This is an optimization exercise on Yosys and OpenROAD, whose aim is small area, a short achievable clock period and few clock cycles per item, not a production implementation. In this exercise RTL edits were held to simulation tests only and were not proved equivalent to the original. Power figures rest on the tool's default switching activity, not on a simulated workload.

amber:
==> flow/design.v (excerpt) <==
module cffu_chk (
    input  wire        clk,
    input  wire        rst,           
    input  wire        cmd_valid,
    output wire        cmd_ready,
    input  wire        cmd_crc32,     
    input  wire [19:0] cmd_len,       
    input  wire [31:0] cmd_expect,    
    input  wire        in_valid,
    output wire        in_ready,
    input  wire [31:0] in_data,
    output reg         done,
    output wire [31:0] result,
    output reg         match
);
    localparam [31:0] CRC_POLY = 32'hEDB88320;
    reg         cr_q;         
    reg         rdy_q;        
    reg         st_ini;       
    reg         st_run;       
    reg         st_afin;      
    reg         st_inv;       
    reg         st_fin;       
    reg  [3:0]  kcnt;
    reg         qstep, a_ex, b_ex;
    reg  [4:0]  icnt;
    reg         empty;        
    reg         alg_crc;
    reg  [1:0]  zpad;         
    reg  [31:0] expect_q;
    reg  [17:0] wcnt;         
    reg         wpart;        
    reg  [31:0] in_q;
    reg         in_v, in_l;
    reg  [9:0]  sw_s;
    reg  [10:0] sw_t;         
    reg  [11:0] sw_w;
    reg         sw_v, sw_l;
    reg  [16:0] xq;           
    reg         ga_q, gb_q;   
    reg  [15:0] lo, hi;       
    reg         a16;          
    reg  [1:0]  bh;           
    assign cmd_ready = cr_q;
    assign in_ready  = rdy_q;
    assign result    = {hi, lo};
    wire accept = cmd_valid & cr_q;
    wire crc_last = st_run & alg_crc & in_v & in_l;
    wire adl_last = st_run & !alg_crc & sw_v & sw_l;
    wire take   = in_valid & rdy_q;
    function [17:0] ks_add(input [17:0] a, input [17:0] b);
        integer i, d;
        reg [17:0] g, p, gg, pp;
        begin
            p  = a ^ b;
            g  = a & b;
            gg = g;
            pp = p;
            for (d = 1; d < 18; d = d * 2)
                for (i = 17; i >= d; i = i - 1) begin
                    gg[i] = gg[i] | (pp[i] & gg[i-d]);
                    pp[i] = pp[i] & pp[i-d];
                end
            ks_add = p ^ {gg[16:0], 1'b0};
  ...
Settings: LEC_CHECK=0, CAP_MARGIN=20, CORE_MARGIN=2, CORE_UTILIZATION=60, SETUP_SLACK_MARGIN=5, SLEW_MARGIN=20, TNS_END_PERCENT=0; clock period 8.0 ns.
standard.sh (not shown) runs the stock make flow with config.mk's settings and CLKGATE_MAP_FILE= SYNTH_SCRIPT=/design/flow/synth_recipe.tcl, a recipe that flattens the netlist after the stock synthesis.
==> flow/flow/run.sh <==
#!/bin/bash
# Standard synthesis, then the combinational logic between the standard
# synthesis's registers is re-mapped by ABC for delay (registers, their names
# and cell types are kept as they are), then the standard layout with
# port buffers of our choosing.
set -euo pipefail
W=$(pwd)
R=$W/orfs/results/$FLOW_PLATFORM/cffu_chk/base
LIB=$FLOW_HOME/platforms/$FLOW_PLATFORM/lib/sky130_fd_sc_hd__tt_025C_1v80.lib

bash standard.sh synth > $W/flow_synth.log 2>&1

cp $R/1_2_yosys.v $W/standard_synth.v
DUARGS=""
for c in $(cat $W/flow/dontuse.txt); do DUARGS="$DUARGS -dont_use $c"; done
sed -e "s#@LIB@#$LIB#g" -e "s#@IN@#$W/standard_synth.v#" -e "s#@OUT@#$W/remapped.v#" \
    -e "s#@SCRIPT@#$W/flow/remap.abc#" -e "s#@DU@#$DUARGS#" $W/flow/remap.ys > $W/remap_run.ys
yosys -l $W/flow_remap.log -q $W/remap_run.ys > /dev/null 2>&1
cp $W/remapped.v $R/1_2_yosys.v
rm -f $R/1_synth.odb $R/1_synth.sdc

# repair settings, if any
if [[ -f $W/flow/env.sh ]]; then source $W/flow/env.sh; fi
# port buffers: see flow/ports.tcl
export DONT_BUFFER_PORTS=1
export PRE_GLOBAL_PLACE_TCL=$W/flow/ports.tcl
bash standard.sh > $W/flow_layout.log 2>&1
==> flow/flow/remap.abc <==
strash; &get -n; &dch; &nf -D 2000; &put
Other scripts of this flow, unchanged in this note and not shown: flow/flow/dontuse.txt, flow/flow/env.sh, flow/flow/ports.tcl, flow/flow/remap.ys
Testbench counts of amber, summed over its fixed seeds: cycles 47,128, bytes 184,073.
Input changes introduced in harbor (baseline for comparison: amber):
Settings: CORE_UTILIZATION changed from 60 to 52.
Findings:
- Compared harbor vs amber, and clock-buffer cell count is down in harbor.
- Compared with amber, harbor shows a higher final instance count without filler cells.
- For total wire length, amber and harbor come out practically identical.
- Every stage of the flow completed for harbor, and the final layout passed the timing, DRC and antenna checks.
- harbor: data arrival time of the worst path is 0.12 ns higher than what amber reported.
- Max multi-input combinational area share across harbor and amber: amber
#### Input delta (willow over harbor)
==> flow/flow/remap.abc <==
strash; &get -n; &dch; &nf -D 1500; &put
Notes after the runs:
harbor finished end to end and its layout was clean on timing, DRC and antenna. willow was carried through to the last stage, and its layout satisfied the timing, DRC and antenna checks. Reported for harbor and willow, cell count turned out identical to the last digit. Diff harbor..willow | area after synthesis | unchanged. From harbor to willow, number of gates resized after cts did not move at all. harbor → willow: number of nets still failing antenna checks after routing held; clock network area share held; part of the power in registers held.

---

cffu_chk, a different RTL version from the one above (not shown whole).
For scale: roughly 2,100 cells after synthesis, about 130 I/O pins.
export LEC_CHECK = 0
export CAP_MARGIN = 20
export CORE_MARGIN = 2
export CORE_UTILIZATION = 52
export SETUP_SLACK_MARGIN = 5
export SLEW_MARGIN = 20
create_clock -name core_clock -period 8.0 [get_ports {clk}]
==> flow/flow/dontuse.txt <==
sky130_fd_sc_hd__probe_p_8 sky130_fd_sc_hd__probec_p_8 sky130_fd_sc_hd__lpflow_bleeder_1 sky130_fd_sc_hd__lpflow_clkbufkapwr_1 sky130_fd_sc_hd__lpflow_clkbufkapwr_16 sky130_fd_sc_hd__lpflow_clkbufkapwr_2 sky130_fd_sc_hd__lpflow_clkbufkapwr_4 sky130_fd_sc_hd__lpflow_clkbufkapwr_8 sky130_fd_sc_hd__lpflow_clkinvkapwr_1 sky130_fd_sc_hd__lpflow_clkinvkapwr_16 sky130_fd_sc_hd__lpflow_clkinvkapwr_2 sky130_fd_sc_hd__lpflow_clkinvkapwr_4 sky130_fd_sc_hd__lpflow_clkinvkapwr_8 sky130_fd_sc_hd__lpflow_decapkapwr_12 sky130_fd_sc_hd__lpflow_decapkapwr_3 sky130_fd_sc_hd__lpflow_decapkapwr_4 sky130_fd_sc_hd__lpflow_decapkapwr_6 sky130_fd_sc_hd__lpflow_decapkapwr_8 sky130_fd_sc_hd__lpflow_inputiso0n_1 sky130_fd_sc_hd__lpflow_inputiso0p_1 sky130_fd_sc_hd__lpflow_inputiso1n_1 sky130_fd_sc_hd__lpflow_inputiso1p_1 sky130_fd_sc_hd__lpflow_inputisolatch_1 sky130_fd_sc_hd__lpflow_isobufsrc_1 sky130_fd_sc_hd__lpflow_isobufsrc_16 sky130_fd_sc_hd__lpflow_isobufsrc_2 sky130_fd_sc_hd__lpflow_isobufsrc_4 sky130_fd_sc_hd__lpflow_isobufsrc_8 sky130_fd_sc_hd__lpflow_isobufsrckapwr_16 sky130_fd_sc_hd__lpflow_lsbuf_lh_hl_isowell_tap_1 sky130_fd_sc_hd__lpflow_lsbuf_lh_hl_isowell_tap_2 sky130_fd_sc_hd__lpflow_lsbuf_lh_hl_isowell_tap_4 sky130_fd_sc_hd__lpflow_lsbuf_lh_isowell_4 sky130_fd_sc_hd__lpflow_lsbuf_lh_isowell_tap_1 sky130_fd_sc_hd__lpflow_lsbuf_lh_isowell_tap_2 sky130_fd_sc_hd__lpflow_lsbuf_lh_isowell_tap_4
==> flow/flow/env.sh <==
export SETUP_MOVE_SEQUENCE=unbuffer,sizeup,swap,clone
==> flow/flow/ports.tcl <==
# Port buffers (one per input and output port, as the standard flow makes):
# small buffers on the inputs, a stronger one on the outputs.
buffer_ports -inputs -buffer_cell sky130_fd_sc_hd__buf_1
buffer_ports -outputs -buffer_cell sky130_fd_sc_hd__buf_2
==> flow/flow/remap.abc <==
strash; dch; map -D 2000
==> flow/flow/remap.ys <==
read_liberty -ignore_miss_func @LIB@
blackbox sky130_fd_sc_hd__df* sky130_fd_sc_hd__edf* sky130_fd_sc_hd__sdf* sky130_fd_sc_hd__dl* sky130_fd_sc_hd__sed*
read_verilog @IN@
hierarchy -top cffu_chk
flatten
opt -purge
abc -script @SCRIPT@ -liberty @LIB@ @DU@
opt_clean
hilomap -singleton -hicell sky130_fd_sc_hd__conb_1 HI -locell sky130_fd_sc_hd__conb_1 LO
splitnets
opt_clean -purge
stat -liberty @LIB@
write_verilog -noattr -noexpr -nohex -nodec @OUT@
Scripts as last shown in full above: flow/flow/run.sh
Testbench counts at the start, summed over its fixed seeds: cycles 47,128, bytes 184,073.
Edit:
==> flow/flow/env.sh (replaced) <==
export SETUP_MOVE_SEQUENCE=unbuffer,sizeup,swap,buffer,clone
--- a/flow/config.mk
+++ b/flow/config.mk
@@ -8,5 +8,5 @@
 export CAP_MARGIN = 20
 export CORE_MARGIN = 2
-export CORE_UTILIZATION = 52
+export CORE_UTILIZATION = 40
 export SETUP_SLACK_MARGIN = 5
 export SLEW_MARGIN = 20
Outcome:
- final area goes up by 7.9%
- sequential power barely changes
- clock-buffer cell count grows by 3
- hold slack degrades by 0.018 ns
- combinational power grows by about 7%
- non-clock buffer count rises by 127
- first-iteration DRC count is higher by 0.60%
- setup slack is worse by 0.077 ns
- total power goes up by 3.9%
- global-route usage drops by 6.5 points
- area after synthesis is unchanged
Edit:
--- a/flow/flow/run.sh
+++ b/flow/flow/run.sh
@@ -20,6 +20,4 @@
 rm -f $R/1_synth.odb $R/1_synth.sdc
 
-# repair settings, if any
-if [[ -f $W/flow/env.sh ]]; then source $W/flow/env.sh; fi
 # port buffers: see flow/ports.tcl
 export DONT_BUFFER_PORTS=1
removed: flow/flow/env.sh
Global-route usage is higher by 0.10 points.
Non-clock buffer count is higher by 6.
Setup slack improved by 0.016 ns.
Sequential power stays flat.
Via count barely changes.
Cell count stays flat.
Routed wire length stays flat.
Critical path depth stays the same.
Die area stays the same.
Clock power stays flat.
Edit:
--- a/flow/flow/run.sh
+++ b/flow/flow/run.sh
@@ -20,4 +20,6 @@
 rm -f $R/1_synth.odb $R/1_synth.sdc
 
+# repair settings, if any
+if [[ -f $W/flow/env.sh ]]; then source $W/flow/env.sh; fi
 # port buffers: see flow/ports.tcl
 export DONT_BUFFER_PORTS=1
==> flow/flow/env.sh (new file) <==
export SETUP_MOVE_SEQUENCE=unbuffer,sizeup,swap,clone
Outcome:
- The new run passed the timing, DRC and antenna checks
- total power is lower by 2.5%
- setup slack gets worse by 0.090 ns
- area after synthesis does not change
- critical path depth shrinks by 11
- sequential power is about the same
- register-to-register slack degrades by 0.09 ns
- via count went down by 3.7%

## separate check: timing with driven ports
The results above use ideal ports. As a check the final layouts listed here were re-extracted and re-timed, cells and wires unchanged. Step 1: set_driving_cell puts a clkbuf_16 on clk and a buf_2 on each other input, an assumption about the parent block. Step 2 moves the port delays by t, midway between the first and last clock arrival at a register: inputs arrive t later, outputs are due t later. That takes back most of the time a late clock gives input paths. Slacks: no drivers / after step 1 / after step 2; pairs: no drivers / after step 1.
run | shift t [ns] | setup WS [ns] | worst setup path after step 2
amber | 0.499 | 4.488 / 4.488 / 4.488 | register to register
harbor | 0.489 | 4.511 / 4.511 / 4.511 | register to register
willow | 0.489 | 4.511 / 4.511 / 4.511 | register to register
the first run of note 2 | 0.494 | 4.736 / 4.736 / 4.249 | input to register
the second run of note 2 | 0.509 | 4.659 / 4.659 / 4.397 | input to register
the third run of note 2 | 0.506 | 4.674 / 4.674 / 4.397 | input to register
the fourth run of note 2 | 0.506 | 4.584 / 4.584 / 4.216 | input to register
After both steps every run listed still meets setup and hold. The setup slack of the first run of note 2, which loses most, moves by 0.000 ns with the drivers and by -0.487 ns with both steps.
